What follows belongs to an exercise in optimizing a design on an open flow for small area; a production flow would make more cautious choices. The RTL was checked by simulation tests, not by an equivalence proof against the original design. Power figures rest on the tool's default switching activity, not on a simulated workload.

--- flow/constraint.sdc ---
create_clock -name core_clock -period 10.0 [get_ports {clk}]
set_input_delay 2.0000 -clock core_clock [delete_from_list [all_inputs] [get_ports {clk}]]
set_output_delay 2.0000 -clock core_clock [all_outputs]
set_load 0.01 [all_outputs]
--- flow/flow/run.sh ---
#!/bin/bash
# The standard layout (standard.sh) with three changes to how it is made:
#  - synthesis maps logic with an area-oriented ABC script (flow/abc_speed.script),
#    run from a private copy of the ORFS scripts; registers are mapped as usual;
#  - clock tree: no dummy loads, clkbuf_4 sink clusters under a clkbuf_16 root;
#  - the port buffers are buf_1.
# Each tool's output goes to standard.log and ORFS's own logs under orfs/logs.
set -euo pipefail
here=$(pwd)
rm -rf "$here/scripts"
cp -r "$FLOW_HOME/scripts" "$here/scripts"
cp "$here/flow/abc_speed.script" "$here/scripts/abc_speed.script"
export CTS_ARGS="-sink_clustering_enable -repair_clock_nets -dont_use_dummy_load -root_buf sky130_fd_sc_hd__clkbuf_8 -buf_list {sky130_fd_sc_hd__clkbuf_4 sky130_fd_sc_hd__clkbuf_8} -sink_clustering_buffer sky130_fd_sc_hd__clkbuf_4 -sink_clustering_size 10 -sink_clustering_max_diameter 35"
export BUFFER_PORTS_ARGS="-buffer_cell sky130_fd_sc_hd__buf_1"
bash standard.sh SCRIPTS_DIR="$here/scripts" finish > standard.log 2>&1
--- flow/config.mk ---
export PLATFORM = sky130hd
export DESIGN_NAME = pocsag_rx
export DESIGN_NICKNAME = pocsag_rx
export VERILOG_FILES = /design/flow/design.v
export SDC_FILE = /design/flow/constraint.sdc
export NUM_CORES = 4
export LEC_CHECK = 0
export CAP_MARGIN = 20
export CORE_MARGIN = 2
export CORE_UTILIZATION = 40
export PLACE_DENSITY = 0.6
export SLEW_MARGIN = 20
export SYNTH_HIERARCHICAL = 1
--- flow/flow/abc_speed.script ---
strash
dc2
dch
amap
topo
dnsize -c
--- flow/standard.sh ---
#!/bin/bash
# synth_recipe.tcl (not shown) runs the flow's synth.tcl, then flattens the netlist and writes it again
# the make line also repeats each setting of config.mk as NAME=value (left out here)
make -C /OpenROAD-flow-scripts/flow DESIGN_CONFIG=/design/flow/config.mk WORK_HOME=/design/flow/orfs CLKGATE_MAP_FILE= SYNTH_SCRIPT=/design/flow/synth_recipe.tcl "${@:-finish}"
--- flow/design.v ---
module pocsag_rx (
    input  wire        clk,
    input  wire        rst,         
    input  wire [15:0] thresh,      
    input  wire        parity_en,   
    input  wire        in_valid,
    input  wire        in_bit,
    output wire        out_valid,
    output wire [1:0]  out_kind,
    output wire [22:0] out_data
);
    localparam [31:0] SYNC_CW = 32'h7CD215D8;
    localparam [31:0] IDLE_CW = 32'h7A89C197;
    function [9:0] xpow;
        input integer e;
        integer i;
        reg [9:0] r;
        begin
            r = 10'd1;
            for (i = 0; i < e; i = i + 1)
                r = r[9] ? ({r[8:0], 1'b0} ^ 10'h369) : {r[8:0], 1'b0};
            xpow = r;
        end
    endfunction
    reg  [30:0] win;
    reg  [8:0]  cnt;        
    reg         in_batch;
    reg         par;        
    reg  [21:0] stg;        
    wire [31:0] wn = {win, in_bit};
    wire th_z = (thresh[9:0] == 10'd0);
    wire sc1, sc2;
    pocsag_fa u_sc1 (.a(wn[3]), .b(wn[4]), .c(wn[6]), .s(sc1), .co(sc2));
    wire sc3, sc4;
    pocsag_fa u_sc3 (.a(wn[7]), .b(wn[8]), .c(wn[10]), .s(sc3), .co(sc4));
    wire sc5, sc6;
    pocsag_fa u_sc5 (.a(wn[12]), .b(wn[17]), .c(wn[20]), .s(sc5), .co(sc6));
    wire sc7, sc8;
    pocsag_fa u_sc7 (.a(wn[22]), .b(wn[23]), .c(wn[26]), .s(sc7), .co(sc8));
    wire sc9, sc10;
    pocsag_fa u_sc9 (.a(wn[27]), .b(wn[28]), .c(wn[29]), .s(sc9), .co(sc10));
    wire sc11, sc12;
    pocsag_fa u_sc11 (.a(wn[30]), .b(th_z), .c(sc1), .s(sc11), .co(sc12));
    wire sc13, sc14;
    pocsag_fa u_sc13 (.a(sc3), .b(sc5), .c(sc7), .s(sc13), .co(sc14));
    wire sc15, sc16;
    pocsag_fa u_sc15 (.a(sc9), .b(sc11), .c(sc13), .s(sc15), .co(sc16));
    wire sc17, sc18;
    pocsag_fa u_sc17 (.a(wn[0]), .b(wn[1]), .c(wn[2]), .s(sc17), .co(sc18));
    wire sc19, sc20;
    pocsag_fa u_sc19 (.a(wn[5]), .b(wn[9]), .c(wn[11]), .s(sc19), .co(sc20));
    wire sc21, sc22;
    pocsag_fa u_sc21 (.a(wn[13]), .b(wn[14]), .c(wn[15]), .s(sc21), .co(sc22));
    wire sc23, sc24;
    pocsag_fa u_sc23 (.a(wn[16]), .b(wn[18]), .c(wn[19]), .s(sc23), .co(sc24));
    wire sc25, sc26;
    pocsag_fa u_sc25 (.a(wn[21]), .b(wn[24]), .c(wn[25]), .s(sc25), .co(sc26));
    wire sc27, sc28;
    pocsag_fa u_sc27 (.a(wn[31]), .b(sc17), .c(sc19), .s(sc27), .co(sc28));
    wire sc29, sc30;
    pocsag_fa u_sc29 (.a(sc21), .b(sc23), .c(sc25), .s(sc29), .co(sc30));
    wire sc31, sc32;
    pocsag_fa u_sc31 (.a(~sc15), .b(sc27), .c(sc29), .s(sc31), .co(sc32));
    wire sc33, sc34;
    pocsag_fa u_sc33 (.a(sc2), .b(sc4), .c(sc6), .s(sc33), .co(sc34));
    wire sc35, sc36;
    pocsag_fa u_sc35 (.a(sc8), .b(sc10), .c(sc12), .s(sc35), .co(sc36));
    wire sc37, sc38;
    pocsag_fa u_sc37 (.a(sc14), .b(sc16), .c(sc33), .s(sc37), .co(sc38));
    wire sc39, sc40;
    pocsag_fa u_sc39 (.a(sc18), .b(sc20), .c(sc22), .s(sc39), .co(sc40));
    wire sc41, sc42;
    pocsag_fa u_sc41 (.a(sc24), .b(sc26), .c(sc28), .s(sc41), .co(sc42));
    wire sc43, sc44;
    pocsag_fa u_sc43 (.a(sc30), .b(sc32), .c(sc39), .s(sc43), .co(sc44));
    wire sc45, sc46;
    pocsag_fa u_sc45 (.a(sc35), .b(sc37), .c(~sc41), .s(sc45), .co(sc46));
    wire sc47, sc48;
    pocsag_ha u_sc47 (.a(sc45), .b(~sc43), .s(sc47), .co(sc48));
    wire sc49, sc50;
    pocsag_fa u_sc49 (.a(sc34), .b(sc36), .c(sc38), .s(sc49), .co(sc50));
    wire sc51, sc52;
    pocsag_fa u_sc51 (.a(sc46), .b(sc48), .c(sc49), .s(sc51), .co(sc52));
    wire sc53, sc54;
    pocsag_fa u_sc53 (.a(sc40), .b(sc42), .c(sc44), .s(sc53), .co(sc54));
    wire sc55, sc56;
    pocsag_ha u_sc55 (.a(sc51), .b(~sc53), .s(sc55), .co(sc56));
    wire sc57, sc58;
    pocsag_fa u_sc57 (.a(sc50), .b(sc52), .c(sc56), .s(sc57), .co(sc58));
    wire sc59, sc60;
    pocsag_ha u_sc59 (.a(sc57), .b(~sc54), .s(sc59), .co(sc60));
    wire sc61, sc62;
    pocsag_ha u_sc61 (.a(sc58), .b(sc60), .s(sc61), .co(sc62));
    wire [5:0] sync_sum = {sc62, sc61, sc59, sc55, sc47, ~sc31};
    wire [6:0] gtc;
    assign gtc[0] = 1'b0;
    genvar gi;
    generate
        for (gi = 0; gi < 6; gi = gi + 1) begin : g_gt
            pocsag_gtc u_gtc (.a(sync_sum[gi]), .b(thresh[10 + gi]), .c(gtc[gi]), .co(gtc[gi + 1]));
        end
    endgenerate
    wire window_full = (cnt[4:0] == 5'd31);
    wire qualifies   = window_full && gtc[6];
    wire cw_end      = in_valid && in_batch && window_full;
    wire batch_done  = cw_end && (cnt[8:5] == 4'd15);
    wire cw_start    = (cnt[4:0] == 5'd0);
    wire [9:0] lf    = win[9:0];
    wire [9:0] lf_in = cw_start ? 10'd0 : lf;
    wire [9:0] lf_nx = lf_in[9] ? ({lf_in[8:0], in_bit} ^ 10'h369) : {lf_in[8:0], in_bit};
    always @(posedge clk) begin
        if (in_valid) begin
            win[9:0] <= in_batch ? lf_nx : wn[9:0];
            if (!in_batch || cnt[4:0] <= 5'd20)
                win[30:10] <= {win[29:10], in_batch ? in_bit : win[9]};
            par <= (par & ~cw_start) ^ in_bit;
        end
        if (rst) begin
            cnt      <= 9'd0;
            in_batch <= 1'b0;
        end else if (in_valid) begin
            if (!in_batch && qualifies) begin
                in_batch <= 1'b1;
                cnt      <= 9'd0;
            end else begin
                if (in_batch || !window_full)
                    cnt <= cnt + 9'd1;
                if (batch_done)
                    in_batch <= 1'b0;
            end
        end
    end
    reg  [31:11] cfix;
    reg          anym;
    integer p;
    always @* begin
        cfix = win[30:10];
        anym = 1'b0;
        for (p = 11; p <= 30; p = p + 1)
            if (lf == xpow(p - 1)) begin
                cfix[p] = ~win[p - 1];
                anym    = 1'b1;
            end
    end
    wire c_ok   = (lf == 10'd0) | anym;
    wire c_par  = par ^ in_bit ^ anym;
    wire c_val  = c_ok & ~(parity_en & c_par);
    wire c_idle = (cfix == IDLE_CW[31:11]) & (in_bit == IDLE_CW[0]);
    always @(posedge clk)
        if (cw_end)
            stg <= {c_val & cfix[31], c_val & ~cfix[31] & ~c_idle, cfix[30:11]};
    reg  [21:0] rg [0:14];
    reg  [3:0]  q;
    wire [3:0]  wslot = (cnt[8:5] == 4'd15) ? 4'd0 : cnt[8:5];
    wire [21:0] ring_in = (q == wslot) ? stg : rg[14];
    integer s;
    always @(posedge clk) begin
        rg[0] <= ring_in;
        for (s = 1; s < 15; s = s + 1)
            rg[s] <= rg[s-1];
    end
    always @(posedge clk) begin
        if (rst)
            q <= 4'd0;
        else if (!batch_done)
            q <= (q == 4'd14) ? 4'd0 : q + 4'd1;
    end
    localparam [1:0] R_IDLE = 2'd0, R_CW = 2'd1, R_SER = 2'd2, R_END = 2'd3;
    reg  [1:0]  rs;
    reg  [3:0]  rk;         
    reg         active;     
    reg         half;       
    reg  [10:0] sr;         
    reg  [6:0]  c7;         
    wire [21:0] rw     = rg[14];
    wire [3:0]  rslot  = (rk == 4'd15) ? 4'd0 : rk;
    wire        rsel   = (rs == R_CW) && (q == rslot);
    wire        r_msg  = rw[21];
    wire        r_addr = rw[20];
    wire        sr_last = ~|sr[10:2];
    reg  [9:0]  chunk;
    integer t;
    always @* begin
        for (t = 0; t < 10; t = t + 1)
            chunk[t] = half ? rw[9 - t] : rw[19 - t];
    end
    wire sr_load = rsel && (half || (r_msg && active));
    always @(posedge clk)
        sr <= sr_load ? {1'b1, chunk} : {1'b0, sr[10:1]};
    always @(posedge clk) begin
        if (rst) begin
            rs <= R_IDLE;
        end else begin
            case (rs)
                R_IDLE: begin
                    if (batch_done) begin
                        rs     <= R_CW;
                        rk     <= 4'd0;
                        active <= 1'b0;
                        half   <= 1'b0;
                    end
                end
                R_CW: begin
                    if (rsel) begin
                        if (half) begin
                            rs <= R_SER;
                        end else begin
                            active <= r_addr | (r_msg & active);
                            if (r_addr)
                                c7 <= 7'd1;
                            if (r_msg && active) begin
                                rs <= R_SER;
                            end else if (rk == 4'd15)
                                rs <= R_END;
                            else
                                rk <= rk + 4'd1;
                        end
                    end
                end
                R_SER: begin
                    c7 <= c7[6] ? 7'd1 : {c7[5:0], sr[0]};
                    if (sr_last) begin
                        half <= ~half;
                        if (!half)
                            rs <= R_CW;
                        else if (rk == 4'd15)
                            rs <= R_END;
                        else begin
                            rk <= rk + 4'd1;
                            rs <= R_CW;
                        end
                    end
                end
                R_END: rs <= R_IDLE;
            endcase
        end
    end
    wire is_page = rsel & r_addr;
    wire is_char = (rs == R_SER) & c7[6];
    wire is_bend = (rs == R_END);
    assign out_valid = is_page | is_char | is_bend;
    assign out_kind  = {is_bend, is_char};
    assign out_data  = is_page ? {rw[1:0], rw[19:2], rk[3:1]}
                     : is_char ? {16'd0, sr[0], c7[0], c7[1], c7[2], c7[3], c7[4], c7[5]}
                     : 23'd0;
endmodule
module pocsag_fa (
    input  wire a,
    input  wire b,
    input  wire c,
    output wire s,
    output wire co
);
    assign s  = a ^ b ^ c;
    assign co = (a & b) | (a & c) | (b & c);
endmodule
module pocsag_ha (
    input  wire a,
    input  wire b,
    output wire s,
    output wire co
);
    assign s  = a ^ b;
    assign co = a & b;
endmodule
module pocsag_gtc (
    input  wire a,
    input  wire b,
    input  wire c,
    output wire co
);
    assign co = (a & ~b) | (a & c) | (~b & c);
endmodule
==> metrics.sh, run 1 <==
CRITICAL_PATH_REQUIRED_PS=10420
CRIT_START='thresh[3]'
TOP_POST_SYNTHESIS_CELLS_BY_AREA='dfxtp_1 59%, edfxtp_1 17%, fa_1 4.5%'
WORST_R2R_PATH_DEPTH=26
CLK-INSERTION-DELAY-LATE_PS=550
CRIT_PATH_END_KIND='flop'
FIRST_ITER_VIOLATIONS=477
GLOBALROUTETOTALUTIL_PCT=13.0
GLOBAL_ROUTE.OVERFLOW_TOTAL=0
YS_DOMINANT_REG_CELL='dfxtp_1'
GLOBALROUTEMET3UTIL_PCT=2.98
MAX_SLEW.WORST_PIN.SLEW_PS=984
LAYOUT-AREA-OVERHEAD-VS-SYNTH_PCT=9.82
CRIT_PATH_MAX_FANOUT=4
CP-START-KIND='input port'
POST_CTS_HOLD_BUFFER_COUNT=0
AVGROUTEDWIREPERCELL_UM=14.0
POSTSYNTH.ASYNCRESETSHARE_PCT=0
CTSRESIZECOUNT=0
GLOBAL_ROUTE_WIRE_LENGTH_BEFORE_REPAIR_UM=32300
SYNTH_TOP_AREA_SHARE_PCT=59.2
POSTROUTEWIRELENGTH_UM=19600
PLACEMENTROWS=63
FIRST_PASS_ITERS=6
FINCLKSKEW_PS=72.1
SYNTH_EDF_COUNT=67
SYNTH_SEQ_AREA_SHARE_PCT=75.9
POSTSYNTHAREAPERCELL_UM2=13.4
TOTAL_INSERTED_ANTENNA_CELLS=0
TOTAL_LEAKAGE_POWER_nW=5.04
YOSYS.CELL_COUNT.TOP_TYPE='dfxtp_1'
RUN_STATUS='finished clean'
WORSTPATHARRIVAL_PS=8700
LARGEST_NET_DEGREE_AT_THE_START_OF_GLOBAL_ROUTING=42
PORT-BUFFER-COUNT=46
CRIT_TYPE='in2reg'
SETUP.REG_TO_REG.WORST_SLACK_PS=3000
FIN_MAX_SLEW_VIOS=0
FINAL_AREA_UM2=13200
GRT_ANTENNA_BEFORE_REPAIR=0
FILLERS=2764
DIE_AREA_UM2=31600
DIEWIDTH_UM=178
CTSLONGESTPATHBUFFERS=3
BUSIEST_LAYER='met2'
LAST_WEIGHTED_CONGESTION_VALUE_OF_THE_ROUTABILITY_DRIVEN_PLACER=0.836
CTS_TREE='built'
YOSYSUNIQUECELLTYPES=37
GRT_UTIL_MET1_PCT=18.0
PERIOD_NEEDED_PS=8280
POWER.DENSITY_nW_PER_UM2=240
HTREEDEPTH=2
CRITICAL_PATH.REG2REG.STARTPOINT='win[6]$_DFFE_PP_'
POSTSYNTHREGISTERBITS=424
PLACEMENT_SETUP_SLACK_PS=1070
SYN_AREA_UM2=12100
FP.DIEH_UM=178
TIMING.HOLD.WORST.CLASS='reg2reg'
SETUP_VIOL=0
PLACE_HPWL_UM=13900
FLOORPLAN.INITIALDENSITY_PCT=40.7
STD_CELL_CORE_AREA_UM2=29600
DR_DRC_COUNT=0
UNREPAIRED_SETUP_ENDPOINTS_AFTER_GLOBAL_ROUTING='false'
SYN-INSTANCE-COUNT=903
MAX-CAP-VIOLATIONS=0
WORST_IR_DROP_VDD_uV=307
BOUNDARYPINS=47
FIN_WS_PS=1720
NUMBER_OF_GLOBAL_ROUTE_VIAS_BEFORE_REPAIR=6330
CTS_SETUP_BUFFERS=0
SYNTH_TOP_CELLS_BY_COUNT='357 x dfxtp_1, 113 x nor2_1, 78 x clkinv_1'
CRIT-REG2REG-CAPTURE='cnt[7]$_SDFFE_PP0P_'
WORST_SLEW_MARGIN_REL_PCT=33.8
DRIVE_GT1_SHARE_PCT=6.43
GRTUSAGEMET2_PCT=20.2
FINISH.NET_COUNT=1074
ANTENNA_VIOLATING_NETS_POST_ROUTE=0
AVGVIACOUNTPERCELL=4.72
POST_DP_CELL_AREA_UM2=12700
TIMING.SETUP.TNS_PS=0
CLK_PIN_SLEW_WORST_PATHS_PS=100
WARNING_COUNT_FROM_THE_YOSYS_RUN=8
CTS_BUFFERS=59
CELL_AT_THE_ROOT_OF_THE_CLOCK_TREE='clkbuf_8'
FMAX_GHz=0.121
REPORT.FINAL.HOLD_VIOL_COUNT=0
SYNTH_TOP_AREA_CELL='dfxtp_1'
LAYOUT_WORST_PATH_CYCLE_SHARE_PCT=82.8
VIAS_POST_DR=6616
WORST_SETUP_PATH_ENDPOINT='cnt[7]$_SDFFE_PP0P_'
CLKSINKCOUNT=424
-- state kept, by name (all words and copies together), names as in the netlist --
| name | cells |
|---|---|
| active | 1 |
| c7 | 7 |
| cnt | 9 |
| half | 1 |
| in_batch | 1 |
| par | 1 |
| q | 4 |
| rg | 330 |
| rk | 4 |
| rs | 2 |
| sr | 11 |
| stg | 22 |
| win | 31 |
-- layout make-up --
type / instances / area [um^2] / share of cell area [%]
clock buffers: 59 / 474 / 3.58
inverters: 78 / 293 / 2.21
multi-input cells: 400 / 2610 / 19.7
flip-flops and latches: 424 / 9160 / 69.1
well taps: 390 / 488 / 3.68
repair buffers: 50 / 223 / 1.68
-- worst min path at each step --
stage                        from            endpoint  slack (ps)  depth (start not counted)
2_1_floorplan    rg[9][0]$_DFF_P_   rg[10][0]$_DFF_P_         310                          0
3_3_place_gp     rg[0][0]$_DFF_P_    rg[1][0]$_DFF_P_         310                          0
3_5_place_dp   rg[13][11]$_DFF_P_  rg[14][11]$_DFF_P_         310                          0
4_1_cts          rg[2][5]$_DFF_P_    rg[3][5]$_DFF_P_         280                          0
5_1_grt          rg[2][5]$_DFF_P_    rg[3][5]$_DFF_P_         270                          0
6_report       rg[13][21]$_DFF_P_  rg[14][21]$_DFF_P_         290                          0
-- kinds of logic after synthesis --
group | synth area share, %
DFF | 75.9
and+or+nand+nor | 8.68
AOI/OAI and AO/OA | 6.40
buffers and inverters | 2.55
adders and majority gates | 5.83
xor gates and xnor gates | 0.581
other | 0.0311
-- routing by layer --
layer | routed length [um] | vias to the layer above
li1 | - | 3291
met1 | 9440 | 3107
met2 | 8750 | 178
met3 | 1000 | 40
met4 | 410 | 0
met5 | 0 | -
-- through the flow --
step	std cells	total power, mW	hold slack, ps	utilization [%]
finish	1401	3.18	290	44.7
global route	1401	3.40	268	44.7
CTS	1400	3.24	284	44.6
detailed placement	1341	2.45	312	43.0
global placement	1341	2.43	310	43.0
floorplan	904	2.33	310	-
-- power breakdown --
| part | internal (mW) | total [mW] | switching, mW |
|---|---|---|---|
| Clock | 0.295 | 0.773 | 0.479 |
| Sequential | 1.94 | 1.99 | 0.0578 |
| Combinational | 0.171 | 0.415 | 0.244 |
| Total | 2.40 | 3.18 | 0.781 |
-- modules after synthesis, one instance, submodules excluded --
module | copies in the design | flops+latches
pocsag_gtc | 6 | 0
pocsag_ha | 4 | 0
pocsag_fa | 27 | 0
pocsag_rx | 1 | 424
-- critical path, stage by stage --
cell and delay [ps]:
buf_1 60, or4_1 510, nor4_1 370, fa_1 510
fa_1 520, clkinv_1 80, fa_1 440, fa_1 520
clkinv_1 60, ha_1 190, fa_1 460, ha_1 220
fa_1 450, ha_1 310, nand2_1 50, a21oi_1 180
nand2_1 70, a21oi_1 180, nand2_1 70, a21oi_1 260
a21oi_1 180, nor2_1 180, nand3_1 110, nor2_1 130
nand2_1 90, nor2_1 160, a21oi_1 90, a311oi_1 230
-- placed cells by master, fill, tap and decap left out, types with 5 or more instances in the layout --
cell      instances
a211oi_1          6
a21oi_1          49
a221oi_1          5
buf_1            46
clkbuf_4         54
clkbuf_8          5
clkinv_1         78
dfxtp_1         357
edfxtp_1         67
fa_1             27
ha_1             13
nand2_1          35
nand3_1           5
nand4_1          17
nor2_1          113
nor2b_1           5
nor3_1           24
nor4_1           14
o21ai_0          12
o22a_1           14
o22ai_1          10
o32ai_1           6
or4_1             9
xor2_1            8
==> run 2: changes to the inputs <==
--- a/flow/config.mk
+++ b/flow/config.mk
@@ -5,9 +5,9 @@
 export SDC_FILE = /design/flow/constraint.sdc
 export NUM_CORES = 4
 export LEC_CHECK = 0
-export CAP_MARGIN = 20
+export CAP_MARGIN = 0
 export CORE_MARGIN = 2
 export CORE_UTILIZATION = 40
 export PLACE_DENSITY = 0.6
-export SLEW_MARGIN = 20
+export SLEW_MARGIN = 0
 export SYNTH_HIERARCHICAL = 1
==> run 2 against run 1 <==
Compared with the run above: sequential cell count unchanged; via count about the same; maximum frequency barely moved; critical path depth unchanged; sequential power barely moved; sequential share of layout area grew 0.18 points; total power about the same; critical endpoint unchanged; highest routed layer unchanged.
==> metrics.sh, run 2 <==
STD_CELL_CORE_AREA_UM2=29600
BOUNDARYPINS=47
FMAX_GHz=0.121
CLK_PIN_SLEW_WORST_PATHS_PS=100
TOTAL_INSERTED_ANTENNA_CELLS=0
CRITICAL_PATH.REG2REG.STARTPOINT='win[6]$_DFFE_PP_'
DP_CELLS=1341
WORSTPATHARRIVAL_PS=8700
FINISH.NET_COUNT=1073
GLOBALROUTETOTALUTIL_PCT=13.0
CLKSINKCOUNT=424
CRIT_PATH_TOP_DELAY_CELL='fa_1'
TIMING.HOLD.WORST.CLASS='reg2reg'
SYNTH_TOP_CELLS_BY_COUNT='357 x dfxtp_1, 113 x nor2_1, 78 x clkinv_1'
LAST_WEIGHTED_CONGESTION_VALUE_OF_THE_ROUTABILITY_DRIVEN_PLACER=0.836
LAYOUT-AREA-OVERHEAD-VS-SYNTH_PCT=9.54
CRIT-REG2REG-CAPTURE='cnt[7]$_SDFFE_PP0P_'
AVGROUTEDWIREPERCELL_UM=14.0
CELL_AT_THE_ROOT_OF_THE_CLOCK_TREE='clkbuf_8'
FP.DIEH_UM=178
TIMING.SETUP.TNS_PS=0
WORST_IR_DROP_VDD_uV=307
CRIT_START='thresh[3]'
CRIT_PATH_MAX_FANOUT=4
POSTROUTEWIRELENGTH_UM=19700
CTSLONGESTPATHBUFFERS=3
FLOORPLAN.INITIALDENSITY_PCT=40.7
VIAS_POST_DR=6611
AVGVIACOUNTPERCELL=4.72
CTSRESIZECOUNT=0
CTS_TREE='built'
TOP_POST_SYNTHESIS_CELLS_BY_AREA='dfxtp_1 59%, edfxtp_1 17%, fa_1 4.5%'
WORST_HOLD_PATH.ENDPOINT='rg[3][5]$_DFF_P_'
PLACEMENTROWS=63
FINISHED_CORE_UTIL_PCT=44.6
SYNTH_TOP_AREA_CELL='dfxtp_1'
YOSYSUNIQUECELLTYPES=37
CRIT_TYPE='in2reg'
LARGEST_NET_DEGREE_AT_THE_START_OF_GLOBAL_ROUTING=42
PLACE_HPWL_UM=13900
FILLERS=2768
SYNTH_EDF_COUNT=67
GLOBAL_ROUTE.OVERFLOW_TOTAL=0
ANTENNA_VIOLATING_NETS_POST_ROUTE=0
PERIOD_NEEDED_PS=8290
BIGGESTREGSBYFLOPS='rg x330, win x31, stg x22'
CRIT_BUF_INV=3
POSTSYNTHREGISTERBITS=424
CRITICAL-PATH-TOP-DELAY-FAMILY='adder cells'
SYNTH_SEQ_AREA_SHARE_PCT=75.9
WHS_PATH_DEPTH=0
GLOBAL_ROUTE_WIRE_LENGTH_BEFORE_REPAIR_UM=32300
LAYOUT_COMMON_CELLS='357 x dfxtp_1, 113 x nor2_1, 78 x clkinv_1'
LAYOUT_WORST_PATH_CYCLE_SHARE_PCT=82.9
LAYOUT_COMMONEST_CELL='dfxtp_1'
WORST_R2R_PATH_DEPTH=26
TOP_REGISTER='rg'
DR_DRC_COUNT=0
DIEWIDTH_UM=178
PORT-BUFFER-COUNT=46
UNREPAIRED_SETUP_ENDPOINTS_AFTER_GLOBAL_ROUTING='false'
DRIVE_GT1_SHARE_PCT=6.24
REPORT.FINAL.HOLD_VIOL_COUNT=0
POSTSYNTH.ASYNCRESETSHARE_PCT=0
CTS_BUFFERS=59
FIRST_PASS_ITERS=5
CRITICAL_PATH_REQUIRED_PS=10420
WORST_SLEW_MARGIN_REL_PCT=28.4
POWER.DENSITY_nW_PER_UM2=241
SETUP.REG_TO_REG.WORST_SLACK_PS=3000
SETUP_VIOL=0
CP-START-KIND='input port'
WORST_HOLD_STARTPOINT='rg[2][5]$_DFF_P_'
FINCLKSKEW_PS=72.3
YS_DOMINANT_REG_CELL='dfxtp_1'
NUMBER_OF_GLOBAL_ROUTE_VIAS_BEFORE_REPAIR=6330
SYN_AREA_UM2=12100
POSTSYNTHAREAPERCELL_UM2=13.4
GRT_ANTENNA_BEFORE_REPAIR=0
RUN_STATUS='finished clean'
POST_CTS_HOLD_BUFFER_COUNT=0
SYNTH_TOP_AREA_SHARE_PCT=59.2
TOTAL_LEAKAGE_POWER_nW=5.02
TIMING.CRITICAL_PATH.SLOWEST_CELL_DELAY_PS=520
LARGEST_REG_FLOPS=330
DIE_AREA_UM2=31600
MAX_SLEW.WORST_PIN.SLEW_PS=1070
CRIT_PATH_END_KIND='flop'
HTREEDEPTH=2
SYN-INSTANCE-COUNT=903
FINAL-INSTANCE-COUNT-EXCL-FILL=1400
MAX-CAP-VIOLATIONS=0
FIN_MAX_SLEW_VIOS=0
CTS_SETUP_BUFFERS=0
WARNING_COUNT_FROM_THE_YOSYS_RUN=8
CRITPATHMOSTFREQUENTCELL='fa_1'
FIRST_ITER_VIOLATIONS=470
CLK-INSERTION-DELAY-LATE_PS=550
YOSYS.CELL_COUNT.TOP_TYPE='dfxtp_1'
[run 2: cell counts after synthesis]
Identical to the previous run, type by type.
[run 2: worst max path at each step]
stage | endpoint | slack, ps | cells past startpoint
2_1_floorplan | cnt[7]$_SDFFE_PP0P_ | 1780 | 27
3_3_place_gp | cnt[7]$_SDFFE_PP0P_ | 1260 | 28
3_5_place_dp | cnt[7]$_SDFFE_PP0P_ | 1070 | 28
4_1_cts | cnt[7]$_SDFFE_PP0P_ | 1620 | 28
5_1_grt | cnt[8]$_SDFFE_PP0P_ | 1120 | 28
6_report | cnt[7]$_SDFFE_PP0P_ | 1710 | 28
[run 2: cell type report]
type	instances	area (um^2)	share of cell area, %
well taps	390	488	3.69
repair buffers	49	195	1.48
clock buffers	59	474	3.59
multi-input cells	400	2610	19.7
inverters	78	293	2.22
flip-flops and latches	424	9160	69.3
[run 2: per-stage QoR]
stage	total power [mW]	worst slack, ps	area (um^2)	hold WS, ps
5_1_grt	3.40	1120	13200	266
2_1_floorplan	2.33	1780	12100	310
4_1_cts	3.24	1620	13200	284
6_report	3.18	1710	13200	289
3_3_place_gp	2.43	1260	12700	310
3_5_place_dp	2.45	1070	12700	312
[run 2: Yosys stat by module, one instance, submodules excluded]
module,flip-flops and latches,copies in the design
pocsag_gtc,0,6
pocsag_rx,424,1
pocsag_ha,0,4
pocsag_fa,0,27
[run 2: cells by family (layout without fill, tap and decap cells)]
group / after synthesis / after routing / share of synthesized area (%)
adders and majority gates: 40 / 40 / 5.83
DFF: 424 / 424 / 75.9
and+or+nand+nor: 231 / 231 / 8.68
xor gates and xnor gates: 8 / 8 / 0.581
buffers and inverters: 80 / 186 / 2.55
AOI/OAI and AO/OA: 119 / 119 / 6.40
other: 1 / 2 / 0.0311
[run 2: where the power goes]
part / total (mW) / leakage, nW / internal [mW] / switching [mW]
Combinational: 0.412 / 1.11 / 0.168 / 0.244
Sequential: 1.99 / 3.63 / 1.94 / 0.0577
Clock: 0.774 / 0.284 / 0.295 / 0.479
[run 2: per-layer routing]
metal | global-route usage, % | vias to the layer above | wire length [um]
li1 | - | 3286 | -
met1 | 18.0 | 3107 | 9590
met2 | 20.2 | 176 | 8700
met3 | 2.98 | 42 | 927
met4 | 4.64 | 0 | 427
met5 | 0 | - | 0
==> run 3: changes to the inputs <==
--- a/flow/flow/run.sh
+++ b/flow/flow/run.sh
@@ -10,6 +10,6 @@
 rm -rf "$here/scripts"
 cp -r "$FLOW_HOME/scripts" "$here/scripts"
 cp "$here/flow/abc_speed.script" "$here/scripts/abc_speed.script"
-export CTS_ARGS="-sink_clustering_enable -repair_clock_nets -dont_use_dummy_load -root_buf sky130_fd_sc_hd__clkbuf_8 -buf_list {sky130_fd_sc_hd__clkbuf_4 sky130_fd_sc_hd__clkbuf_8} -sink_clustering_buffer sky130_fd_sc_hd__clkbuf_4 -sink_clustering_size 10 -sink_clustering_max_diameter 35"
+export CTS_ARGS="-sink_clustering_enable -repair_clock_nets -dont_use_dummy_load -root_buf sky130_fd_sc_hd__clkbuf_16 -buf_list {sky130_fd_sc_hd__clkbuf_4 sky130_fd_sc_hd__clkbuf_8} -sink_clustering_buffer sky130_fd_sc_hd__clkbuf_4 -sink_clustering_size 10 -sink_clustering_max_diameter 35"
 export BUFFER_PORTS_ARGS="-buffer_cell sky130_fd_sc_hd__buf_1"
 bash standard.sh SCRIPTS_DIR="$here/scripts" finish > standard.log 2>&1
--- a/flow/config.mk
+++ b/flow/config.mk
@@ -5,9 +5,9 @@
 export SDC_FILE = /design/flow/constraint.sdc
 export NUM_CORES = 4
 export LEC_CHECK = 0
-export CAP_MARGIN = 0
+export CAP_MARGIN = 20
 export CORE_MARGIN = 2
 export CORE_UTILIZATION = 40
 export PLACE_DENSITY = 0.6
-export SLEW_MARGIN = 0
+export SLEW_MARGIN = 20
 export SYNTH_HIERARCHICAL = 1
==> run 3 against run 2 <==
Compared with the run above: non-clock buffer count rose by 1; worst setup slack got worse by 32 ps; utilization rose by 0.30 points; sequential cell count did not move; highest routed layer unchanged; combinational power barely moved; die area did not move; wire length rose by 0.12%.
==> metrics.sh, run 3 <==
AVGVIACOUNTPERCELL=4.71
UNREPAIRED_SETUP_ENDPOINTS_AFTER_GLOBAL_ROUTING='false'
WORSTPATHARRIVAL_PS=8700
DR_DRC_COUNT=0
FLOORPLAN.INITIALDENSITY_PCT=40.7
YOSYS.CELL_COUNT.TOP_TYPE='dfxtp_1'
TOTAL_POWER_mW=3.24
CRIT_TYPE='in2reg'
TIMING.SETUP.TNS_PS=0
GLOBAL_ROUTE_WIRE_LENGTH_BEFORE_REPAIR_UM=32300
FIN_MAX_SLEW_VIOS=0
YOSYSUNIQUECELLTYPES=37
DIEWIDTH_UM=178
POSTSYNTHREGISTERBITS=424
FIRST_ITER_VIOLATIONS=477
SYNTH_EDF_COUNT=67
SYNTH_TOP_FAMILY_BY_AREA='simple AND/OR/NAND/NOR gates'
WORST_SLEW_MARGIN_REL_PCT=34.5
AVGROUTEDWIREPERCELL_UM=14.0
LAYOUT_COMMONEST_CELL='dfxtp_1'
CTSRESIZECOUNT=0
YOSYS.AREA_SHARE.XOR_XNOR_PCT=0.581
REPORT.FINAL.HOLD_VIOL_COUNT=0
SYN_AREA_UM2=12100
DRIVE_GT1_SHARE_PCT=6.43
CLKPWRFRAC_PCT=25.6
P_SWITCHING_mW=0.789
MAX_SLEW.WORST_PIN.SLEW_PS=974
RUN_STATUS='finished clean'
CLK-INSERTION-DELAY-LATE_PS=510
POSTSYNTH.ASYNCRESETSHARE_PCT=0
SYNTH-SIMPLE-AREA-SHARE_PCT=8.68
WARNING_COUNT_FROM_THE_YOSYS_RUN=8
CRIT_PATH_MAX_FANOUT=4
FIRST_PASS_ITERS=5
LAYOUT-AREA-OVERHEAD-VS-SYNTH_PCT=10.3
SYNTH_TOP_AREA_SHARE_PCT=59.2
GRT_ANTENNA_BEFORE_REPAIR=0
LAYOUT_WORST_PATH_CYCLE_SHARE_PCT=83.2
PERIOD_NEEDED_PS=8320
LARGEST_REG_FLOPS=330
PORT-BUFFER-COUNT=46
ANTENNA_VIOLATING_NETS_POST_ROUTE=0
INTERNAL-POWER_mW=2.45
STD_CELL_CORE_AREA_UM2=29600
LARGEST_NET_DEGREE_AT_THE_START_OF_GLOBAL_ROUTING=42
BOUNDARYPINS=47
FP.DIEH_UM=178
SYNTH_TOP_AREA_CELL='dfxtp_1'
TOTAL_INSERTED_ANTENNA_CELLS=0
TOTAL_LEAKAGE_POWER_nW=5.06
CELL_AT_THE_ROOT_OF_THE_CLOCK_TREE='clkbuf_16'
SYN-INSTANCE-COUNT=903
CTS_SETUP_BUFFERS=0
LAYOUT_COMMON_CELLS='357 x dfxtp_1, 113 x nor2_1, 78 x clkinv_1'
PLACEMENTROWS=63
WORST_IR_DROP_VDD_uV=307
POSTSYNTHAREAPERCELL_UM2=13.4
CTS_BUFFERS=59
CP-START-KIND='input port'
NUMBER_OF_GLOBAL_ROUTE_VIAS_BEFORE_REPAIR=6341
PLACE_HPWL_UM=13900
VIAS_POST_DR=6603
SYNTH_TOP_CELLS_BY_COUNT='357 x dfxtp_1, 113 x nor2_1, 78 x clkinv_1'
SETUP_VIOL=0
POST_CTS_HOLD_BUFFER_COUNT=0
SEQ_POWER_SHARE_PCT=61.6
TOP_POST_SYNTHESIS_CELLS_BY_AREA='dfxtp_1 59%, edfxtp_1 17%, fa_1 4.5%'
GLOBAL_ROUTE.OVERFLOW_TOTAL=0
CTS_TREE='built'
POWER.DENSITY_nW_PER_UM2=243
FINISH.NET_COUNT=1074
GLOBALROUTETOTALUTIL_PCT=13.0
FINISHED_CORE_UTIL_PCT=44.9
POSTROUTEWIRELENGTH_UM=19700
CRITICAL_PATH_REQUIRED_PS=10380
TIMING.HOLD.WORST.CLASS='reg2reg'
ADDER_CELL_SHARE_OF_THE_SYNTHESIZED_AREA_PCT=5.83
CTSLONGESTPATHBUFFERS=3
CLKSINKCOUNT=424
SYNTHMUXAREASHARE_PCT=0
FINCLKSKEW_PS=64.1
COMBINATIONALPOWERSHARE_PCT=12.8
YS_DOMINANT_REG_CELL='dfxtp_1'
CLK_PIN_SLEW_WORST_PATHS_PS=90
BIGGESTREGSBYFLOPS='rg x330, win x31, stg x22'
SWITCHING_SHARE_PCT=24.4
FMAX_GHz=0.120
LAST_WEIGHTED_CONGESTION_VALUE_OF_THE_ROUTABILITY_DRIVEN_PLACER=0.836
SYNTH_SEQ_AREA_SHARE_PCT=75.9
MAX-CAP-VIOLATIONS=0
HTREEDEPTH=2
SYNTH_COMPOUND_GATE_AREA_SHARE_PCT=6.40
TOP_REGISTER='rg'
CRIT_PATH_END_KIND='flop'
DIE_AREA_UM2=31600
## run 3: worst paths after layout
kind / start / cells past startpoint / endpoint / slack [ps]
worst max-delay path: thresh[3] / 28 / cnt[7]$_SDFFE_PP0P_ / 1680
worst max register to register: win[6]$_DFFE_PP_ / 26 / cnt[7]$_SDFFE_PP0P_ / 3010
worst min register to register: rg[0][18]$_DFF_P_ / 0 / rg[1][18]$_DFF_P_ / 290
worst min-delay path: rg[0][18]$_DFF_P_ / 0 / rg[1][18]$_DFF_P_ / 290
## run 3: worst max-delay path, stage by stage
cell	delay [ps]
buf_1	60
or4_1	510
nor4_1	370
fa_1	510
fa_1	520
clkinv_1	80
fa_1	440
fa_1	520
clkinv_1	60
ha_1	190
fa_1	460
ha_1	220
fa_1	450
ha_1	310
nand2_1	50
a21oi_1	180
nand2_1	70
a21oi_1	180
nand2_1	70
a21oi_1	260
a21oi_1	180
nor2_1	180
nand3_1	110
nor2_1	130
nand2_1	90
nor2_1	160
a21oi_1	90
a311oi_1	230
## run 3: logic make-up (layout without fill, tap and decap cells)
group | after synthesis | in the layout
xor+xnor | 8 | 8
simple gates | 231 | 231
other cells | 1 | 2
buf+inv | 80 | 187
fa+ha+maj | 40 | 40
compound gates | 119 | 119
flops | 424 | 424
## run 3: per-stage QoR
stage / area (um^2) / hold WS (ps) / instances / worst slack [ps]
2_1_floorplan: 12100 / 310 / 904 / 1780
3_3_place_gp: 12700 / 310 / 1341 / 1260
3_5_place_dp: 12700 / 312 / 1341 / 1070
4_1_cts: 13300 / 285 / 1400 / 1570
5_1_grt: 13300 / 293 / 1401 / 1060
6_report: 13300 / 291 / 1401 / 1680
## run 3: routing by layer
layer | vias up | part of all wire (%) | track usage (%)
met4 | 0 | 2.2 | 4.71
met5 | - | 0 | 0
met2 | 158 | 45 | 20.2
met3 | 40 | 4.7 | 2.87
met1 | 3111 | 49 | 18.0
li1 | 3294 | - | -
## run 3: cell type report
class / instances / area [um^2]
well taps: 390 / 488
fillers: 2755 / 16300
inverters: 78 / 293
flip-flops and latches: 424 / 9160
clock buffers: 59 / 531
multi-input cells: 400 / 2610
repair buffers: 50 / 223
## run 3: per-module statistics from Yosys (local to each module, per instance)
module	cell area (um^2)	copies in the design	flip-flops and latches
pocsag_fa	20.0	27	0
pocsag_gtc	12.5	6	0
pocsag_ha	12.5	4	0
pocsag_rx	11400	1	424
## run 3: power by group through the flow
stage | clock network [mW] | logic [mW] | registers, mW
2_1_floorplan | 0 | 0.318 | 2.01
3_3_place_gp | 0 | 0.402 | 2.03
3_5_place_dp | 0 | 0.418 | 2.03
4_1_cts | 0.873 | 0.423 | 2.00
5_1_grt | 0.938 | 0.495 | 2.02
6_report | 0.827 | 0.415 | 1.99
==> run 4: changes to the inputs <==
--- a/flow/design.v
+++ b/flow/design.v
@@ -169,24 +169,22 @@
     reg  [1:0]  rs;
     reg  [3:0]  rk;         
     reg         active;     
-    reg         half;       
-    reg  [10:0] sr;         
+    reg  [4:0]  st;         
     reg  [6:0]  c7;         
     wire [21:0] rw     = rg[14];
     wire [3:0]  rslot  = (rk == 4'd15) ? 4'd0 : rk;
     wire        rsel   = (rs == R_CW) && (q == rslot);
     wire        r_msg  = rw[21];
     wire        r_addr = rw[20];
-    wire        sr_last = ~|sr[10:2];
-    reg  [9:0]  chunk;
+    reg  [19:0] diag;
     integer t;
     always @* begin
-        for (t = 0; t < 10; t = t + 1)
-            chunk[t] = half ? rw[9 - t] : rw[19 - t];
-    end
-    wire sr_load = rsel && (half || (r_msg && active));
+        for (t = 0; t < 20; t = t + 1)
+            diag[t] = rg[t % 15][19 - t];
+    end
+    wire        sbit = diag[st];
     always @(posedge clk)
-        sr <= sr_load ? {1'b1, chunk} : {1'b0, sr[10:1]};
+        st <= (rs == R_SER) ? st + 5'd1 : 5'd0;
     always @(posedge clk) begin
         if (rst) begin
             rs <= R_IDLE;
@@ -197,33 +195,25 @@
                         rs     <= R_CW;
                         rk     <= 4'd0;
                         active <= 1'b0;
-                        half   <= 1'b0;
                     end
                 end
                 R_CW: begin
                     if (rsel) begin
-                        if (half) begin
+                        active <= r_addr | (r_msg & active);
+                        if (r_addr)
+                            c7 <= 7'd1;
+                        if (r_msg && active)
                             rs <= R_SER;
-                        end else begin
-                            active <= r_addr | (r_msg & active);
-                            if (r_addr)
-                                c7 <= 7'd1;
-                            if (r_msg && active) begin
-                                rs <= R_SER;
-                            end else if (rk == 4'd15)
-                                rs <= R_END;
-                            else
-                                rk <= rk + 4'd1;
-                        end
+                        else if (rk == 4'd15)
+                            rs <= R_END;
+                        else
+                            rk <= rk + 4'd1;
                     end
                 end
                 R_SER: begin
-                    c7 <= c7[6] ? 7'd1 : {c7[5:0], sr[0]};
-                    if (sr_last) begin
-                        half <= ~half;
-                        if (!half)
-                            rs <= R_CW;
-                        else if (rk == 4'd15)
+                    c7 <= c7[6] ? 7'd1 : {c7[5:0], sbit};
+                    if (st == 5'd19) begin
+                        if (rk == 4'd15)
                             rs <= R_END;
                         else begin
                             rk <= rk + 4'd1;
@@ -241,7 +231,7 @@
     assign out_valid = is_page | is_char | is_bend;
     assign out_kind  = {is_bend, is_char};
     assign out_data  = is_page ? {rw[1:0], rw[19:2], rk[3:1]}
-                     : is_char ? {16'd0, sr[0], c7[0], c7[1], c7[2], c7[3], c7[4], c7[5]}
+                     : is_char ? {16'd0, sbit, c7[0], c7[1], c7[2], c7[3], c7[4], c7[5]}
                      : 23'd0;
 endmodule
 module pocsag_fa (
--- a/flow/flow/run.sh
+++ b/flow/flow/run.sh
@@ -10,6 +10,6 @@
 rm -rf "$here/scripts"
 cp -r "$FLOW_HOME/scripts" "$here/scripts"
 cp "$here/flow/abc_speed.script" "$here/scripts/abc_speed.script"
-export CTS_ARGS="-sink_clustering_enable -repair_clock_nets -dont_use_dummy_load -root_buf sky130_fd_sc_hd__clkbuf_16 -buf_list {sky130_fd_sc_hd__clkbuf_4 sky130_fd_sc_hd__clkbuf_8} -sink_clustering_buffer sky130_fd_sc_hd__clkbuf_4 -sink_clustering_size 10 -sink_clustering_max_diameter 35"
+export CTS_ARGS="-sink_clustering_enable -repair_clock_nets -dont_use_dummy_load -root_buf sky130_fd_sc_hd__clkbuf_8 -buf_list {sky130_fd_sc_hd__clkbuf_4 sky130_fd_sc_hd__clkbuf_8} -sink_clustering_buffer sky130_fd_sc_hd__clkbuf_4 -sink_clustering_size 11 -sink_clustering_max_diameter 38"
 export BUFFER_PORTS_ARGS="-buffer_cell sky130_fd_sc_hd__buf_1"
 bash standard.sh SCRIPTS_DIR="$here/scripts" finish > standard.log 2>&1
--- a/flow/config.mk
+++ b/flow/config.mk
@@ -5,9 +5,9 @@
 export SDC_FILE = /design/flow/constraint.sdc
 export NUM_CORES = 4
 export LEC_CHECK = 0
-export CAP_MARGIN = 20
+export CAP_MARGIN = 0
 export CORE_MARGIN = 2
 export CORE_UTILIZATION = 40
 export PLACE_DENSITY = 0.6
-export SLEW_MARGIN = 20
+export SLEW_MARGIN = 0
 export SYNTH_HIERARCHICAL = 1
==> run 4 against run 3 <==
Compared with the run above: register-to-register slack got worse by 40 ps; critical path type unchanged; non-clock buffer count decreased by 1; synthesized cell count is 4.2% lower; largest power group unchanged.
==> metrics.sh, run 4 <==
TOP_POST_SYNTHESIS_CELLS_BY_AREA='dfxtp_1 59%, edfxtp_1 17%, fa_1 4.5%'
PORT-BUFFER-COUNT=46
SETUP.REG_TO_REG.WORST_SLACK_PS=2970
YS_DOMINANT_REG_CELL='dfxtp_1'
POSTSYNTHAREAPERCELL_UM2=13.8
LAST_WEIGHTED_CONGESTION_VALUE_OF_THE_ROUTABILITY_DRIVEN_PLACER=0.866
UNREPAIRED_SETUP_ENDPOINTS_AFTER_GLOBAL_ROUTING='false'
FIN_MAX_SLEW_VIOS=0
CRITICAL_PATH.REG2REG.STARTPOINT='win[6]$_DFFE_PP_'
DIEWIDTH_UM=176
LAYOUT_COMMONEST_CELL='dfxtp_1'
FINISH.NET_COUNT=1029
AVGVIACOUNTPERCELL=4.74
FP.DIEH_UM=176
STD_CELL_CORE_AREA_UM2=29500
ROUTED.TOP_LAYER='met4'
GLOBAL_ROUTE_WIRE_LENGTH_BEFORE_REPAIR_UM=33200
REPORT.FINAL.HOLD_VIOL_COUNT=0
BIGGESTREGSBYFLOPS='rg x330, win x31, stg x22'
DIE_AREA_UM2=31100
CLK-INSERTION-DELAY-LATE_PS=560
NUMBER_OF_GLOBAL_ROUTE_VIAS_BEFORE_REPAIR=6427
FINCLKSKEW_PS=59.0
POSTSYNTHREGISTERBITS=417
WORST_HOLD_STARTPOINT='rg[9][20]$_DFF_P_'
CTS_TREE='built'
BOUNDARYPINS=47
TIMING.CRITICAL_PATH.SLOWEST_CELL_DELAY_PS=540
SYN-INSTANCE-COUNT=865
CELL_AT_THE_ROOT_OF_THE_CLOCK_TREE='clkbuf_8'
CTS_SETUP_BUFFERS=0
RUN_STATUS='finished clean'
PLACE_HPWL_UM=14300
CRIT_BUF_INV=3
LARGEST_NET_DEGREE_AT_THE_START_OF_GLOBAL_ROUTING=25
LARGEST_REG_FLOPS=330
CTSRESIZECOUNT=0
WARNING_COUNT_FROM_THE_YOSYS_RUN=8
VIAS_POST_DR=6419
POST_CTS_HOLD_BUFFER_COUNT=0
MET3ROUTEDLENGTH_UM=952
FLOORPLAN.INITIALDENSITY_PCT=40.4
SETUP_VIOL=0
TIMING.HOLD.WORST.CLASS='reg2reg'
SYNTH_SEQ_AREA_SHARE_PCT=75.7
LAYOUT.AREA.SEQ_UM2=9010
MULTIINPUTGATEAREA_UM2=2660
CRIT_PATH_TOP_DELAY_CELL='fa_1'
LAYOUT-AREA-OVERHEAD-VS-SYNTH_PCT=9.28
PLACEMENT_SETUP_SLACK_PS=995
CRIT_TYPE='in2reg'
CLKSINKCOUNT=417
CRITICAL-PATH-TOP-DELAY-FAMILY='adder cells'
GLOBALROUTETOTALUTIL_PCT=13.7
TOTAL_LEAKAGE_POWER_nW=4.89
DRT-MET1-WL_UM=9460
ROUTE.MET2.WL_UM=9200
YOSYS.CELL_COUNT.TOP_TYPE='dfxtp_1'
CRITICAL_PATH_REQUIRED_PS=10430
AVGROUTEDWIREPERCELL_UM=14.9
FIRST_PASS_ITERS=5
FIRST_ITER_VIOLATIONS=486
FILLERS=2738
CTSLONGESTPATHBUFFERS=3
MAX-CAP-VIOLATIONS=0
CRIT_START='thresh[3]'
PLACEMENTROWS=63
WORST_IR_DROP_VDD_uV=299
YOSYSUNIQUECELLTYPES=39
SYNTH_EDF_COUNT=66
TOTAL_INSERTED_ANTENNA_CELLS=0
GLOBAL_ROUTE.OVERFLOW_TOTAL=0
DRIVE_GT1_SHARE_PCT=5.91
HTREEDEPTH=2
WORSTPATHARRIVAL_PS=8820
CRITPATHMOSTFREQUENTCELL='fa_1'
CTS_BUFFERS=52
LAYOUT_WORST_PATH_CYCLE_SHARE_PCT=83.9
CRIT_PATH_MAX_FANOUT=4
TOP_REGISTER='rg'
PERIOD_NEEDED_PS=8390
CRIT_PATH_END_KIND='flop'
TIMING.SETUP.TNS_PS=0
SYNTH_TOP_AREA_SHARE_PCT=59.0
DR_DRC_COUNT=0
CLK_PIN_SLEW_WORST_PATHS_PS=100
GRT_ANTENNA_BEFORE_REPAIR=0
POSTROUTEWIRELENGTH_UM=20200
FIN_WS_PS=1610
POSTSYNTH.ASYNCRESETSHARE_PCT=0
ANTENNA_VIOLATING_NETS_POST_ROUTE=0
SYNTH_TOP_CELLS_BY_COUNT='351 x dfxtp_1, 77 x nor2_1, 66 x edfxtp_1'
LAYOUT_COMMON_CELLS='351 x dfxtp_1, 77 x nor2_1, 66 x edfxtp_1'
WORST_SLEW_MARGIN_REL_PCT=25.9
CP-START-KIND='input port'
FINISHED_CORE_UTIL_PCT=44.1
POWER.DENSITY_nW_PER_UM2=242
MAX_SLEW.WORST_PIN.SLEW_PS=1100
SYNTH_TOP_AREA_CELL='dfxtp_1'
SYN_AREA_UM2=11900
FMAX_GHz=0.119
run 4: per-layer routing:
metal,up-vias,GRT usage [%]
met5,-,0
met4,0,5.75
met3,49,3.06
met2,151,21.7
met1,3040,18.3
li1,3179,-
run 4: cell families after synthesis:
kind of cell               count (synthesis)  synth area share (%)
DFF                                      417                  75.7
and+or+nand+nor                          218                  8.79
AOI/OAI and AO/OA                        113                  6.58
buffers and inverters                     64                  2.08
adders and majority gates                 41                  6.01
xor gates and xnor gates                  11                 0.809
other                                      1                0.0315
run 4: stage by stage:
step	cells	power, mW	cell area, um^2	hold WS [ps]
2_1_floorplan	866	2.33	11900	310
3_3_place_gp	1303	2.43	12600	310
3_5_place_dp	1303	2.45	12600	312
4_1_cts	1355	3.20	13000	269
5_1_grt	1355	3.36	13000	280
6_report	1355	3.14	13000	265
run 4: layout make-up:
type                            count  area share, %
Clock buffer                       52           3.24
Inverter                           62           1.79
Multi-Input combinational cell    385           20.5
Sequential cell                   417           69.3
Tap cell                          390           3.75
Timing Repair Buffer               49           1.50
run 4: report_power, final:
part	total, mW	switching, mW	internal (mW)	leakage, nW
Combinational	0.392	0.222	0.170	1.06
Sequential	2.01	0.0787	1.93	3.58
Clock	0.737	0.473	0.263	0.252
run 4: path summary, 6_finish.rpt:
kind                               to  depth (start not counted)
hold / removal     rg[10][20]$_DFF_P_                          0
setup / recovery  cnt[8]$_SDFFE_PP0P_                         27
setup reg to reg  cnt[8]$_SDFFE_PP0P_                         25
hold reg to reg    rg[10][20]$_DFF_P_                          0
run 4: Yosys stat by module, one instance, submodules excluded:
module / times used / cells / flip-flops and latches / area (um^2)
pocsag_fa: 27 / 1 / 0 / 20.0
pocsag_gtc: 6 / 3 / 0 / 12.5
pocsag_ha: 4 / 1 / 0 / 12.5
pocsag_rx: 1 / 816 / 417 / 11200
==> run 5: changes to the inputs <==
--- a/flow/flow/run.sh
+++ b/flow/flow/run.sh
@@ -10,6 +10,6 @@
 rm -rf "$here/scripts"
 cp -r "$FLOW_HOME/scripts" "$here/scripts"
 cp "$here/flow/abc_speed.script" "$here/scripts/abc_speed.script"
-export CTS_ARGS="-sink_clustering_enable -repair_clock_nets -dont_use_dummy_load -root_buf sky130_fd_sc_hd__clkbuf_8 -buf_list {sky130_fd_sc_hd__clkbuf_4 sky130_fd_sc_hd__clkbuf_8} -sink_clustering_buffer sky130_fd_sc_hd__clkbuf_4 -sink_clustering_size 11 -sink_clustering_max_diameter 38"
+export CTS_ARGS="-sink_clustering_enable -repair_clock_nets -dont_use_dummy_load -root_buf sky130_fd_sc_hd__clkbuf_8 -buf_list {sky130_fd_sc_hd__clkbuf_4 sky130_fd_sc_hd__clkbuf_8} -sink_clustering_buffer sky130_fd_sc_hd__clkbuf_4 -sink_clustering_size 10 -sink_clustering_max_diameter 80"
 export BUFFER_PORTS_ARGS="-buffer_cell sky130_fd_sc_hd__buf_1"
 bash standard.sh SCRIPTS_DIR="$here/scripts" finish > standard.log 2>&1
==> run 5 against run 4 <==
Compared with the run above: still clean; count of clock-buffer cells in the layout fell by 5; hold slack better by 57 ps; synthesized area unchanged; sequential cell count stayed put; clock skew fell by 33 ps; critical path depth increased by 1; final cell count fell by 0.37%; synthesized cell count is the same; combinational power about the same; register-to-register slack barely moved; wire length decreased by 0.50%; highest routed layer unchanged.
==> metrics.sh, run 5 <==
RUN_STATUS='finished clean'
CLKSINKCOUNT=417
DR_DRC_COUNT=0
CRITICAL-PATH-TOP-DELAY-FAMILY='adder cells'
GLOBAL_ROUTE.OVERFLOW_TOTAL=0
TIMING.SETUP.TNS_PS=0
GLOBAL_ROUTE_WIRE_LENGTH_BEFORE_REPAIR_UM=32900
WORST_HOLD_STARTPOINT='rg[11][9]$_DFF_P_'
FIN_MAX_SLEW_VIOS=0
TIMING.CRITICAL_PATH.SLOWEST_CELL_DELAY_PS=540
FIRST_ITER_VIOLATIONS=483
MAX-CAP-VIOLATIONS=0
DIE_AREA_UM2=31100
DRIVE_GT1_SHARE_PCT=5.42
FMAX_GHz=0.119
POSTSYNTHREGISTERBITS=417
FILLERS=2753
VIAS_POST_DR=6367
CTSLONGESTPATHBUFFERS=3
SYNTH_TOP_AREA_CELL='dfxtp_1'
FIRST_PASS_ITERS=5
NUMBER_OF_GLOBAL_ROUTE_VIAS_BEFORE_REPAIR=6357
LAYOUT-AREA-OVERHEAD-VS-SYNTH_PCT=8.97
SYN_AREA_UM2=11900
BOUNDARYPINS=47
P_SWITCHING_mW=0.768
CLK-INSERTION-DELAY-LATE_PS=540
FLOORPLAN.INITIALDENSITY_PCT=40.4
POSTSYNTHAREAPERCELL_UM2=13.8
SYNTH_SEQ_AREA_SHARE_PCT=75.7
AVGVIACOUNTPERCELL=4.72
POWER.DENSITY_nW_PER_UM2=240
SYNTH_TOP_AREA_SHARE_PCT=59.0
CRIT_PATH_MAX_FANOUT=4
FIN_WS_PS=1600
CRITPATHMOSTFREQUENTCELL='fa_1'
FP.DIEH_UM=176
ANTENNA_VIOLATING_NETS_POST_ROUTE=0
BIGGESTREGSBYFLOPS='rg x330, win x31, stg x22'
COMBINATIONALPOWERSHARE_PCT=12.6
GRT_ANTENNA_BEFORE_REPAIR=0
CRIT_BUF_INV=3
CTSRESIZECOUNT=0
CRIT_TYPE='in2reg'
STD_CELL_CORE_AREA_UM2=29500
CRITICAL_PATH_REQUIRED_PS=10450
LARGEST_NET_DEGREE_AT_THE_START_OF_GLOBAL_ROUTING=25
CLKPWRFRAC_PCT=22.8
FINISH.NET_COUNT=1024
TOTAL_LEAKAGE_POWER_nW=4.86
DIEWIDTH_UM=176
PLACEMENT_SETUP_SLACK_PS=995
SYNTH_COMPOUND_GATE_AREA_SHARE_PCT=6.58
AVGROUTEDWIREPERCELL_UM=14.9
SETUP_VIOL=0
YOSYSUNIQUECELLTYPES=39
MULTIINPUTGATEAREA_UM2=2660
FINAL_AREA_UM2=13000
HTREEDEPTH=2
LAST_WEIGHTED_CONGESTION_VALUE_OF_THE_ROUTABILITY_DRIVEN_PLACER=0.866
CRIT_PATH_END_KIND='flop'
PERIOD_NEEDED_PS=8400
SYNTH_TOP_CELLS_BY_COUNT='351 x dfxtp_1, 77 x nor2_1, 66 x edfxtp_1'
CTS_TREE='built'
CELL_AT_THE_ROOT_OF_THE_CLOCK_TREE='clkbuf_8'
TOP_REGISTER='rg'
CTS_BUFFERS=47
POSTROUTEWIRELENGTH_UM=20100
WARNING_COUNT_FROM_THE_YOSYS_RUN=8
CRIT_START='thresh[3]'
TOTAL_INSERTED_ANTENNA_CELLS=0
YOSYS.CELL_COUNT.TOP_TYPE='dfxtp_1'
INTERNAL-POWER_mW=2.35
TIMING.HOLD.WORST.CLASS='reg2reg'
CLK_PIN_SLEW_WORST_PATHS_PS=100
LARGEST_REG_FLOPS=330
REPORT.FINAL.HOLD_VIOL_COUNT=0
TOP_POST_SYNTHESIS_CELLS_BY_AREA='dfxtp_1 59%, edfxtp_1 17%, fa_1 4.5%'
CP-START-KIND='input port'
LAYOUT_COMMONEST_CELL='dfxtp_1'
LAYOUT_COMMON_CELLS='351 x dfxtp_1, 77 x nor2_1, 66 x edfxtp_1'
SYNTHMUXAREASHARE_PCT=0
DP_CELLS=1303
SYN-INSTANCE-COUNT=865
WORSTPATHARRIVAL_PS=8850
SETUP.REG_TO_REG.WORST_SLACK_PS=2960
WORST_IR_DROP_VDD_uV=301
UNREPAIRED_SETUP_ENDPOINTS_AFTER_GLOBAL_ROUTING='false'
LAYOUT.AREA.SEQ_UM2=9010
MAX_SLEW.WORST_PIN.SLEW_PS=1090
SWITCHING_SHARE_PCT=24.7
POST_DP_CELL_AREA_UM2=12600
CRITICAL_PATH.REG2REG.STARTPOINT='win[6]$_DFFE_PP_'
PLACEMENTROWS=63
CRIT_PATH_TOP_DELAY_CELL='fa_1'
PLACE_HPWL_UM=14300
WORST_SLEW_MARGIN_REL_PCT=27.0
ADDER_CELL_SHARE_OF_THE_SYNTHESIZED_AREA_PCT=6.01
PORT-BUFFER-COUNT=46
SYNTH-SIMPLE-AREA-SHARE_PCT=8.79
FINAL-INSTANCE-COUNT-EXCL-FILL=1350
SEQ_POWER_SHARE_PCT=64.7
POST_CTS_HOLD_BUFFER_COUNT=0
YOSYS.AREA_SHARE.XOR_XNOR_PCT=0.810
FINCLKSKEW_PS=25.6
LAYOUT_WORST_PATH_CYCLE_SHARE_PCT=84.0
SYNTH_EDF_COUNT=66
GLOBALROUTETOTALUTIL_PCT=13.6
POSTSYNTH.ASYNCRESETSHARE_PCT=0
SYNTH_TOP_FAMILY_BY_AREA='simple AND/OR/NAND/NOR gates'
YS_DOMINANT_REG_CELL='dfxtp_1'
CTS_SETUP_BUFFERS=0
-- run 5: layout make-up --
type,count,area share (%)
multi-input combinational,385,20.5
tap,390,3.76
sequential,417,69.5
inverter,62,1.79
timing repair buffer,49,1.51
clock buffer,47,2.96
-- run 5: per-stage QoR --
| stage | power [mW] | util [%] | hold WS, ps |
|---|---|---|---|
| 5_1_grt | 3.33 | 44.0 | 322 |
| 2_1_floorplan | 2.33 | - | 310 |
| 6_report | 3.11 | 44.0 | 322 |
| 4_1_cts | 3.17 | 44.0 | 316 |
| 3_5_place_dp | 2.45 | 42.7 | 312 |
| 3_3_place_gp | 2.43 | 42.7 | 310 |
-- run 5: Yosys stat by module (local to each module, per instance) --
module	flops+latches	copies in the design	cell area, um^2
pocsag_rx	417	1	11200
pocsag_fa	0	27	20.0
pocsag_gtc	0	6	12.5
pocsag_ha	0	4	12.5
-- run 5: cell families (layout without fill, tap and decap cells) --
kind of cell / Yosys count / in the layout
AOI/OAI and AO/OA: 113 / 113
other: 1 / 2
xor gates and xnor gates: 11 / 11
adders and majority gates: 41 / 41
buffers and inverters: 64 / 158
and+or+nand+nor: 218 / 218
DFF: 417 / 417
-- run 5: power groups by stage --
stage,Combinational (mW),Clock [mW],Sequential [mW]
floorplan,0.310,0,2.02
global placement,0.382,0,2.05
detailed placement,0.397,0,2.06
CTS,0.402,0.747,2.02
global route,0.474,0.812,2.04
finish,0.392,0.709,2.01
-- run 5: path summary, 6_finish.rpt --
path                          to  depth (start not counted)
max          cnt[7]$_SDFFE_PP0P_                         28
min            rg[12][9]$_DFF_P_                          0
max reg2reg  cnt[7]$_SDFFE_PP0P_                         26
min reg2reg    rg[12][9]$_DFF_P_                          0
-- run 5: layer usage --
layer / share of wire, % / global-route usage [%] / vias to the layer above
li1: - / - / 3161
met1: 46 / 18.3 / 3009
met2: 46 / 21.7 / 144
met3: 4.6 / 2.63 / 53
met4: 3.4 / 5.65 / 0
met5: 0 / 0 / -
==> run 6: changes to the inputs <==
--- a/flow/flow/run.sh
+++ b/flow/flow/run.sh
@@ -10,6 +10,6 @@
 rm -rf "$here/scripts"
 cp -r "$FLOW_HOME/scripts" "$here/scripts"
 cp "$here/flow/abc_speed.script" "$here/scripts/abc_speed.script"
-export CTS_ARGS="-sink_clustering_enable -repair_clock_nets -dont_use_dummy_load -root_buf sky130_fd_sc_hd__clkbuf_8 -buf_list {sky130_fd_sc_hd__clkbuf_4 sky130_fd_sc_hd__clkbuf_8} -sink_clustering_buffer sky130_fd_sc_hd__clkbuf_4 -sink_clustering_size 10 -sink_clustering_max_diameter 80"
+export CTS_ARGS="-sink_clustering_enable -repair_clock_nets -dont_use_dummy_load -root_buf sky130_fd_sc_hd__clkbuf_8 -buf_list {sky130_fd_sc_hd__clkbuf_4 sky130_fd_sc_hd__clkbuf_8} -sink_clustering_buffer sky130_fd_sc_hd__clkbuf_4 -sink_clustering_size 10 -sink_clustering_max_diameter 35"
 export BUFFER_PORTS_ARGS="-buffer_cell sky130_fd_sc_hd__buf_1"
 bash standard.sh SCRIPTS_DIR="$here/scripts" finish > standard.log 2>&1
==> run 6 against run 5 <==
Compared with the run above: global-route usage grew 0.12 points; final cell count grew 0.96%; critical endpoint is now cnt[8]$_SDFFE_PP0P_; first-iteration DRC count grew 0.21%; sequential share of layout area shrank 0.52 points; critical path type unchanged.
==> metrics.sh, run 6 <==
WORST_HOLD_PATH.ENDPOINT='rg[5][20]$_DFF_P_'
SYN_AREA_UM2=11900
HTREEDEPTH=2
TOTAL_POWER_mW=3.19
FILLERS=2731
CRIT_TYPE='in2reg'
WORSTPATHARRIVAL_PS=8860
FINCLKSKEW_PS=67.6
CLKPWRFRAC_PCT=24.5
SEQ_POWER_SHARE_PCT=63.2
ANTENNA_VIOLATING_NETS_POST_ROUTE=0
DRIVE_GT1_SHARE_PCT=6.68
LAYOUT_COMMONEST_CELL='dfxtp_1'
RUN_STATUS='finished clean'
WORST_IR_DROP_VDD_uV=299
FIN_MAX_SLEW_VIOS=0
CELL_AT_THE_ROOT_OF_THE_CLOCK_TREE='clkbuf_8'
FP.DIEH_UM=176
CRITICAL_PATH.REG2REG.STARTPOINT='win[6]$_DFFE_PP_'
DP_CELLS=1303
STD_CELL_CORE_AREA_UM2=29500
PERIOD_NEEDED_PS=8420
INTERNAL-POWER_mW=2.40
FMAX_GHz=0.119
AVGROUTEDWIREPERCELL_UM=14.9
LAYOUT_WORST_PATH_CYCLE_SHARE_PCT=84.2
TOTAL_INSERTED_ANTENNA_CELLS=0
SYNTH_EDF_COUNT=66
FINAL-INSTANCE-COUNT-EXCL-FILL=1363
YOSYS.CELL_COUNT.TOP_TYPE='dfxtp_1'
PLACEMENTROWS=63
POWER.DENSITY_nW_PER_UM2=244
TIMING.SETUP.TNS_PS=0
YOSYSUNIQUECELLTYPES=39
LARGEST_NET_DEGREE_AT_THE_START_OF_GLOBAL_ROUTING=25
DIEWIDTH_UM=176
SYNTH_TOP_AREA_CELL='dfxtp_1'
WHS_PATH_DEPTH=0
WORST_SLEW_MARGIN_REL_PCT=24.1
P_SWITCHING_mW=0.783
CRIT_PATH_MAX_FANOUT=4
TOTAL_LEAKAGE_POWER_nW=4.92
CLKSINKCOUNT=417
SYNTH_TOP_CELLS_BY_COUNT='351 x dfxtp_1, 77 x nor2_1, 66 x edfxtp_1'
UNREPAIRED_SETUP_ENDPOINTS_AFTER_GLOBAL_ROUTING='false'
TIMING.HOLD.WORST.CLASS='reg2reg'
COMBINATIONALPOWERSHARE_PCT=12.3
MULTIINPUTGATEAREA_UM2=2660
SYNTH_SEQ_AREA_SHARE_PCT=75.7
## run 6: cell type report
cell class,instances,area share (%)
flip-flops and latches,417,68.9
multi-input cells,385,20.4
well taps,390,3.73
clock buffers,60,3.69
inverters,62,1.78
repair buffers,49,1.49
## run 6: Yosys stat by module, one instance, submodules excluded
module      cell area [um^2]  flops+latches
pocsag_rx              11200            417
pocsag_fa               20.0              0
pocsag_gtc              12.5              0
pocsag_ha               12.5              0
## run 6: power by group through the flow
stage	registers, mW	clock network, mW	logic [mW]
CTS	2.02	0.828	0.402
finish	2.01	0.780	0.393
global route	2.04	0.900	0.474
global placement	2.05	0	0.382
detailed placement	2.06	0	0.397
floorplan	2.02	0	0.310
## run 6: through the flow
step	hold WS (ps)	cell area, um^2
floorplan	310	11900
global placement	310	12600
detailed placement	312	12600
CTS	275	13100
global route	270	13100
finish	271	13100
## run 6: critical path, stage by stage
cell,delay [ps]
buf_1,60
or4_1,510
nor4_1,440
fa_1,520
fa_1,540
clkinv_1,90
fa_1,440
fa_1,540
clkinv_1,70
ha_1,190
fa_1,470
ha_1,220
fa_1,430
ha_1,310
nand2_1,50
a21oi_1,190
nand2_1,70
a21oi_1,180
nand2_1,70
a21oi_1,270
a21oi_1,190
nor2_1,170
nand2_1,80
nor4_1,360
nand3_1,160
a21oi_1,170
nor2_1,50
## run 6: worst max path at each step
stage	start	end	cells after the start
after floorplan	thresh[3]	cnt[7]$_SDFFE_PP0P_	27
after global placement	thresh[3]	cnt[8]$_SDFFE_PP0P_	27
after detailed placement	thresh[3]	cnt[8]$_SDFFE_PP0P_	27
after CTS	thresh[3]	cnt[8]$_SDFFE_PP0P_	27
after global routing	thresh[3]	cnt[8]$_SDFFE_PP0P_	28
final	thresh[3]	cnt[8]$_SDFFE_PP0P_	27
## run 6: logic make-up after synthesis
logic type	synth area share [%]
buffers and inverters	2.08
other	0.0315
xor gates and xnor gates	0.809
DFF	75.7
and+or+nand+nor	8.79
adders and majority gates	6.01
AOI/OAI and AO/OA	6.58
## run 6: routing by layer
metal	up-vias	global-route usage [%]	routed length, um
li1	3197	-	-
met1	3042	18.4	9450
met2	154	21.5	9250
met3	47	3.25	993
met4	0	5.58	571
met5	-	0	0

Re-timed with assumed drivers on the ports (clkbuf_16 on the clock, buf_2 on other inputs), run 6 has 1.603 ns of setup slack against 1.582 ns with ideal ports, and 1.029 ns once port delays also move by the mid clock arrival of 0.574 ns.
